Context: an optimization exercise on an open-source flow, tuned for a short achievable clock period and few clock cycles per item. The choices shown serve that exercise and are no tape-out recipe. The RTL was checked by simulation tests, not by an equivalence proof against the original design. Power is estimated from default activity; no workload was simulated.

## flow/design.v (module list and top-level ports; edited modules follow where they fit)
// module ook_encoder: 506 lines
// module ook_decoder: 3832 lines
// module fht8v_ook_codec: 34 lines
module fht8v_ook_codec (
  input  wire        clk,
  input  wire        rst,
  input  wire        enc_in_valid,
  output wire        enc_in_ready,
  input  wire [47:0] enc_in_msg,
  output wire        enc_out_valid,
  input  wire        enc_out_ready,
  output wire [7:0]  enc_out_byte,
  output wire        enc_out_last,
  input  wire        dec_in_valid,
  output wire        dec_in_ready,
  input  wire [7:0]  dec_in_byte,
  input  wire        dec_in_last,
  input  wire        dec_in_strict,
  output wire        dec_out_valid,
  input  wire        dec_out_ready,
  output wire [47:0] dec_out_msg,
  output wire [1:0]  dec_out_err
);
  // ...
==> flow/run.sh <==
#!/bin/bash
# synth_recipe.tcl (not shown) runs the flow's synth.tcl, then flattens the netlist and writes it again
# the make line also repeats each setting of config.mk as NAME=value (left out here)
make -C /OpenROAD-flow-scripts/flow DESIGN_CONFIG=/design/flow/config.mk WORK_HOME=/design/flow/orfs CLKGATE_MAP_FILE= SYNTH_SCRIPT=/design/flow/synth_recipe.tcl finish
==> flow/config.mk <==
export PLATFORM = sky130hd
export DESIGN_NAME = fht8v_ook_codec
export DESIGN_NICKNAME = fht8v_ook_codec
export VERILOG_FILES = /design/flow/design.v
export SDC_FILE = /design/flow/constraint.sdc
export NUM_CORES = 4
export LEC_CHECK = 0
export ABC_CLOCK_PERIOD_IN_PS = 2000
export CAP_MARGIN = 20
export CORE_MARGIN = 2
export CORE_UTILIZATION = 65
export CTS_BUF_LIST = sky130_fd_sc_hd__clkbuf_16 sky130_fd_sc_hd__clkbuf_8
export CTS_CLUSTER_DIAMETER = 60
export CTS_CLUSTER_SIZE = 24
export SETUP_SLACK_MARGIN = 3.0
export SLEW_MARGIN = 20
export SYNTH_MEMORY_MAX_BITS = 65536
==> flow/constraint.sdc <==
create_clock -name core_clock -period 5.0 [get_ports {clk}]
set_input_delay 1.0000 -clock core_clock [delete_from_list [all_inputs] [get_ports {clk}]]
set_output_delay 1.0000 -clock core_clock [all_outputs]
set_load 0.01 [all_outputs]
==> flow_summary.ini, run 1 <==
[clocking]
clk_latency_ns = 0.53
ctsRootBufferMaster = clkbuf_16
cts.path.max_buffers = 3
cts_tree = built

[global_route]
use_met2 = 0.481
grtUsageMet3 = 0.0378
grt_pass1_vias = 13906
groute.usage.overall = 0.268

[power]
ir_worst_vdd_uv = 340
pg_seq_mw = 4.35
p_switching_mw = 1.94
power.group.top = sequential cells

[route]
final_antenna_net_count = 0
dr_wl_met2_um = 23100
routed_wl_um = 45500

[yosys]
synth-compound-area-share = 0.111
synthTopCellsByCount = edfxtp_1 (286), nand2_1 (236), dfxtp_1 (173)
synth_xor_area_frac = 0.0256
synth.avg_cell_area_um2 = 11.1
yosysMostFrequentCell = edfxtp_1

[layout]
drive_gt1_frac = 0.212
final-clk-cell-share = 0.0527
num_antenna_cells = 0
inverters = 64

[timing]
worstMarginPinSlew_ns = 0.929
finalSetupViolCount = 0

[setup_path]
slowest_delay_ns = 0.47
cp-start-kind = register

[floorplanning]
dieArea_um2 = 32600

[run_status]
status = timing/DRC/antenna clean

[worst_hold_path]
timing.hold.worst_path_depth = 0
Testbench counts, summed over its fixed seeds: cycles 33,878, items 768.
==> run 2: changes to the inputs <==
--- a/flow/config.mk
+++ b/flow/config.mk
@@ -13,5 +13,5 @@
 export CTS_CLUSTER_DIAMETER = 60
 export CTS_CLUSTER_SIZE = 24
-export SETUP_SLACK_MARGIN = 3.0
+export SETUP_SLACK_MARGIN = 3.6
 export SLEW_MARGIN = 20
 export SYNTH_MEMORY_MAX_BITS = 65536
==> flow_summary.ini, run 2 <==
[yosys]
yosysMostFrequentCell = edfxtp_1
netlist_area_um2 = 20200
ys_top_cells_by_area = edfxtp_1 (42%), dfxtp_1 (17%), nand2_1 (4.4%), mux2_2 (3.7%), mux2i_1 (3.3%)
synth-edff-count = 286
synth_top_area_cell = edfxtp_1
syn_inst = 1827
synth-async-reset-ratio = 0
synth_seq_cells = 459
synthTopCellsByCount = edfxtp_1 (286), nand2_1 (236), dfxtp_1 (173)
yosysUniqueCellTypes = 74
synthFlopType = edfxtp_1
syn_nets = 1905
ys_seq_area_frac = 0.595
synth.avg_cell_area_um2 = 11.1
yosys_warnings = 2
yosys.area.top_type_share = 0.424

[floorplanning]
rows = 64
dieHeight_um = 180
ioPinCount = 127
dieWidth_um = 180
start_util = 0.662

[clocking]
cts.path.max_buffers = 3
numCtsBuffers = 37
clock_sinks = 459
htreeDepth = 2
ctsRootBufferMaster = clkbuf_16
hold_buffers = 0

[run_status]
status = stopped before the end
failed_stage = 5_1_grt
run.stop_error = [ERROR DPL-0038] Utilization greater than 100%, impossible to legalize

[timing]
worst_path_end_type = register data pin
grt-worst-endpoint = u_enc.v3$_SDFFCE_PP1P_/D

[placed_design]
hpwl_um = 25400
dpl_worst_slack_ns = 1.84
numPortBuffers = 126
place_congestion = 0.859

[global_route]
grt_max_degree = 50
run 2: cell counts after synthesis:
No cell type changed its count.
run 2: cell families after synthesis:
group	Yosys count	synth area share
buffers and inverters	195	0.0439
and+or+nand+nor	596	0.134
xor gates and xnor gates	57	0.0256
DFF	459	0.595
adders and majority gates	15	0.00952
muxes	150	0.0806
AOI/OAI and AO/OA	355	0.111
run 2: what timing repair did:
| item | 4_1_cts |
|---|---|
| hold endpoints to repair | 0 |
| cloned | 68 |
| setup endpoints to repair | 601 |
| gates resized for setup | 897 |
| buffers inserted | 291 |
| pin swaps | 212 |
run 2: power by group through the flow:
stage | clock network (mW) | logic (mW) | registers [mW]
after floorplan | 0 | 0.527 | 4.38
after global placement | 0 | 0.638 | 4.45
after detailed placement | 0 | 0.653 | 4.46
after CTS | 3.09 | 1.17 | 4.33
run 2: worst max-delay path by stage:
stage                       startpoint                     endpoint  slack [ns]  cells after the start
3_3_place_gp             dec_out_ready  u_dec.rmsg[45]$_SDFFE_PP0N_        1.92                      5
2_1_floorplan                      rst     u_enc.bits[10]$_DFFE_PP_        1.72                      3
4_1_cts        u_dec.in_rdy$_SDFF_PP1_                 dec_in_ready        2.96                      1
3_5_place_dp             dec_out_ready  u_dec.rmsg[45]$_SDFFE_PP0N_        1.84                      5
run 2: metrics by stage:
stage,std cells,instance area [um2]
after global placement,2229,22000
after floorplan,1827,21200
after detailed placement,2229,22000
after CTS,2653,29200
==> run 3: changes to the inputs <==
--- a/flow/config.mk
+++ b/flow/config.mk
@@ -10,8 +10,5 @@
 export CORE_MARGIN = 2
 export CORE_UTILIZATION = 65
-export CTS_BUF_LIST = sky130_fd_sc_hd__clkbuf_16 sky130_fd_sc_hd__clkbuf_8
-export CTS_CLUSTER_DIAMETER = 60
-export CTS_CLUSTER_SIZE = 24
-export SETUP_SLACK_MARGIN = 3.6
+export SETUP_SLACK_MARGIN = 3.0
 export SLEW_MARGIN = 20
 export SYNTH_MEMORY_MAX_BITS = 65536
==> flow_summary.ini, run 3 <==
[timing]
fin_setup_tns_ns = 0
maxSlewHeadroom = 0.378
final_hold_viol_count = 0
drv_slew = 0
fin_crit_sh = 0.428
worst_slack_ns = 2.86
rsz0062_at_grt = true
min_period_ns = 2.14
finClkSkew_ns = 0.0168
max_freq_mhz = 468
worstMarginPinSlew_ns = 0.933
finalSetupViolCount = 0

[yosys]
ys_seq_area_frac = 0.595
netlist_area_um2 = 20200
synth_top_area_cell = edfxtp_1
syn_nets = 1905
yosys_warnings = 2
synth.avg_cell_area_um2 = 11.1
ys_top_cells_by_area = edfxtp_1 (42%), dfxtp_1 (17%), nand2_1 (4.4%), mux2_2 (3.7%), mux2i_1 (3.3%)
yosysUniqueCellTypes = 74
synth-async-reset-ratio = 0
yosys.area.top_type_share = 0.424
synth_seq_cells = 459
synthFlopType = edfxtp_1
synth-edff-count = 286
synthTopCellsByCount = edfxtp_1 (286), nand2_1 (236), dfxtp_1 (173)
syn_inst = 1827
yosysMostFrequentCell = edfxtp_1

[power]
internal_power_mw = 6.59
ir_worst_vdd_uv = 294
pwr-share-clk = 0.395
power_mw = 8.57
comb_power_share = 0.097
p_switching_mw = 1.98
p_sw_frac = 0.231
p_leak_nw = 7.93
seqPwrFrac = 0.508
power_density_nw_per_um2 = 351

[setup_path]
cp-end-kind = register
cp-start-kind = register
reg2reg_to = u_enc.bits[50]$_DFFE_PP_
cp_data_arrival_time_ns = 2.51
critical_path.most_common_cell = buf_4
timing.rr.start = u_enc.r[2]$_SDFFCE_PP1P_
rr_worst_depth = 7
worstPathCellList = nand3b_1 > a21oi_4 > buf_4 > or2_4 > buf_4 > nand2_1 > a31oi_1
critPathTopFamily = compound AO/OA/AOI/OAI gates
critPathBufInv = 2
path_max_fanout = 8
crit_slowest_cell = edfxtp_1
regToRegSetupSlack_ns = 2.86
critPathKind = reg -> reg
critical_path_required_ns = 5.38
slowest_delay_ns = 0.48

[clocking]
cts_tree = built
clk_latency_ns = 0.55
clock_sinks = 459
htreeDepth = 2
hold_buffers = 0
ctsRootBufferMaster = clkbuf_16
clkSlewWorstSetupHoldPaths_ns = 0.06
cts.path.max_buffers = 3
numCtsBuffers = 46

[route]
routed_wl_um = 48100
final_antenna_net_count = 0
first_pass_iters = 5
num_vias = 14869
wl_per_cell_um = 19.9
via_per_inst = 6.17
drt-initial-drc-count = 1231
route.detailed.drc = 0

[layout]
final_common_cell = edfxtp_1
reg_top3 = u_dec.qmsg x96, u_enc.bits x54
syn_to_final_growth_pct = 20.7
final_cell_mix = edfxtp_1 (286), nand2_1 (232), nor2_1 (139)
final_util = 0.799
drive_gt1_frac = 0.221
largest_reg_flops = 96
regMostFlops = u_dec.qmsg
fin_area_um2 = 24400
final_nets = 2057
num_antenna_cells = 0

[worst_hold_path]
hold_start = u_dec.d2e[0]$_DFF_P_
timing.hold.worst_path_depth = 0
hold_end = u_dec.d3e[0]$_DFF_P_
min_path_type = reg -> reg

[floorplanning]
dieArea_um2 = 32600
rows = 64
dieHeight_um = 180
dieWidth_um = 180
start_util = 0.662
core_area_um2 = 30600
ioPinCount = 127

[global_route]
antenna_found_initial = 0
grt_pass1_vias = 14076
grt_pass1_wl_um = 72800
groute.usage.overall = 0.275
grt_max_degree = 98
overflow = 0

[run_status]
status = timing/DRC/antenna clean

[run]
maxCapViolations = 0

[placed_design]
placed_area_um2 = 21600
numPortBuffers = 126
dpl_worst_slack_ns = 1.82
hpwl_um = 24900
place_congestion = 0.827
-- run 3: cell counts after synthesis --
No cell type changed its count.
-- run 3: worst max-delay path by stage --
stage / startpoint / slack [ns] / cells after the start / end
after global routing: u_enc.r[2]$_SDFFCE_PP1P_ / 2.80 / 7 / u_enc.bits[50]$_DFFE_PP_
after global placement: dec_out_ready / 1.85 / 6 / u_dec.rmsg[16]$_SDFFE_PP0N_
final: u_enc.r[2]$_SDFFCE_PP1P_ / 2.86 / 7 / u_enc.bits[50]$_DFFE_PP_
after CTS: u_enc.out_valid$_SDFFE_PP0P_ / 2.83 / 1 / enc_out_valid
after floorplan: rst / 1.72 / 3 / u_enc.bits[10]$_DFFE_PP_
after detailed placement: dec_out_ready / 1.82 / 6 / u_dec.rmsg[13]$_SDFFE_PP0N_
-- run 3: power by group through the flow --
stage	Clock (mW)	Sequential [mW]	Combinational [mW]
finish	3.38	4.35	0.834
global route	3.58	4.37	0.904
CTS	3.42	4.35	0.738
detailed placement	0	4.45	0.635
global placement	0	4.45	0.618
floorplan	0	4.38	0.478
-- run 3: logic make-up after synthesis --
family | count (synthesis) | synth area share
adders and majority gates | 15 | 0.00952
buffers and inverters | 195 | 0.0439
muxes | 150 | 0.0806
AOI/OAI and AO/OA | 355 | 0.111
xor gates and xnor gates | 57 | 0.0256
DFF | 459 | 0.595
and+or+nand+nor | 596 | 0.134
-- run 3: layer usage --
metal	part of all wire	global-route usage	vias up
met3	0.065	0.0410	109
met1	0.39	0.345	7216
li1	-	-	6930
met4	0.035	0.101	0
met5	0	0	-
met2	0.51	0.483	614
-- run 3: what timing repair did --
item | in CTS | in global routing
setup buffers | 33 | 43
setup endpoints to repair | 517 | 254
pin swaps | 6 | 13
gates resized for setup | 417 | 59
cloned | 12 | 6
-- run 3: stage by stage --
stage,hold slack (ns),cells
final,0.326,2411
after global routing,0.329,2411
after CTS,0.326,2362
after detailed placement,0.312,2233
after global placement,0.310,2232
after floorplan,0.310,1827
-- run 3: layout make-up --
cell class              count  area, um2
well taps                 396        495
clock inverters            19        175
clock buffers              65       1320
inverters                  64        240
multi-input cells        1185       7660
flip-flops and latches    459      12200
fillers                  1864       6160
repair buffers            223       2370

==> re-timing with driven ports <==
In the flow no input, the clock included, has a driving cell. The finished layouts below were timed again as built, in two steps.
Step 1 (the two cells are an assumption about what drives the block):
set clk [get_ports {clk}]
set_driving_cell -lib_cell sky130_fd_sc_hd__clkbuf_16 $clk
set_driving_cell -lib_cell sky130_fd_sc_hd__buf_2 [delete_from_list [all_inputs] $clk]
Step 2 times the ports against the registers' clock, not the clock port: input delays grow and output delays shrink by t, the midpoint of the rising clock arrivals with the driver on.
Three values: ideal, step 1, step 2; two values: the first two.
run | shift t [ns] | setup WS [ns] | worst hold slack (ns) | worst data-port slew with drivers (ns)
run 1 | 0.581 | 2.956 / 2.918 / 2.464 | 0.330 / 0.330 / 0.330 | 0.05
run 3 | 0.593 | 2.862 / 2.862 / 2.492 | 0.326 / 0.326 / 0.326 | 0.05
After both steps setup and hold are still met in every run listed. For run 1, which loses most, drivers alone change the setup slack by -0.038 ns; drivers and shift together by -0.492 ns.
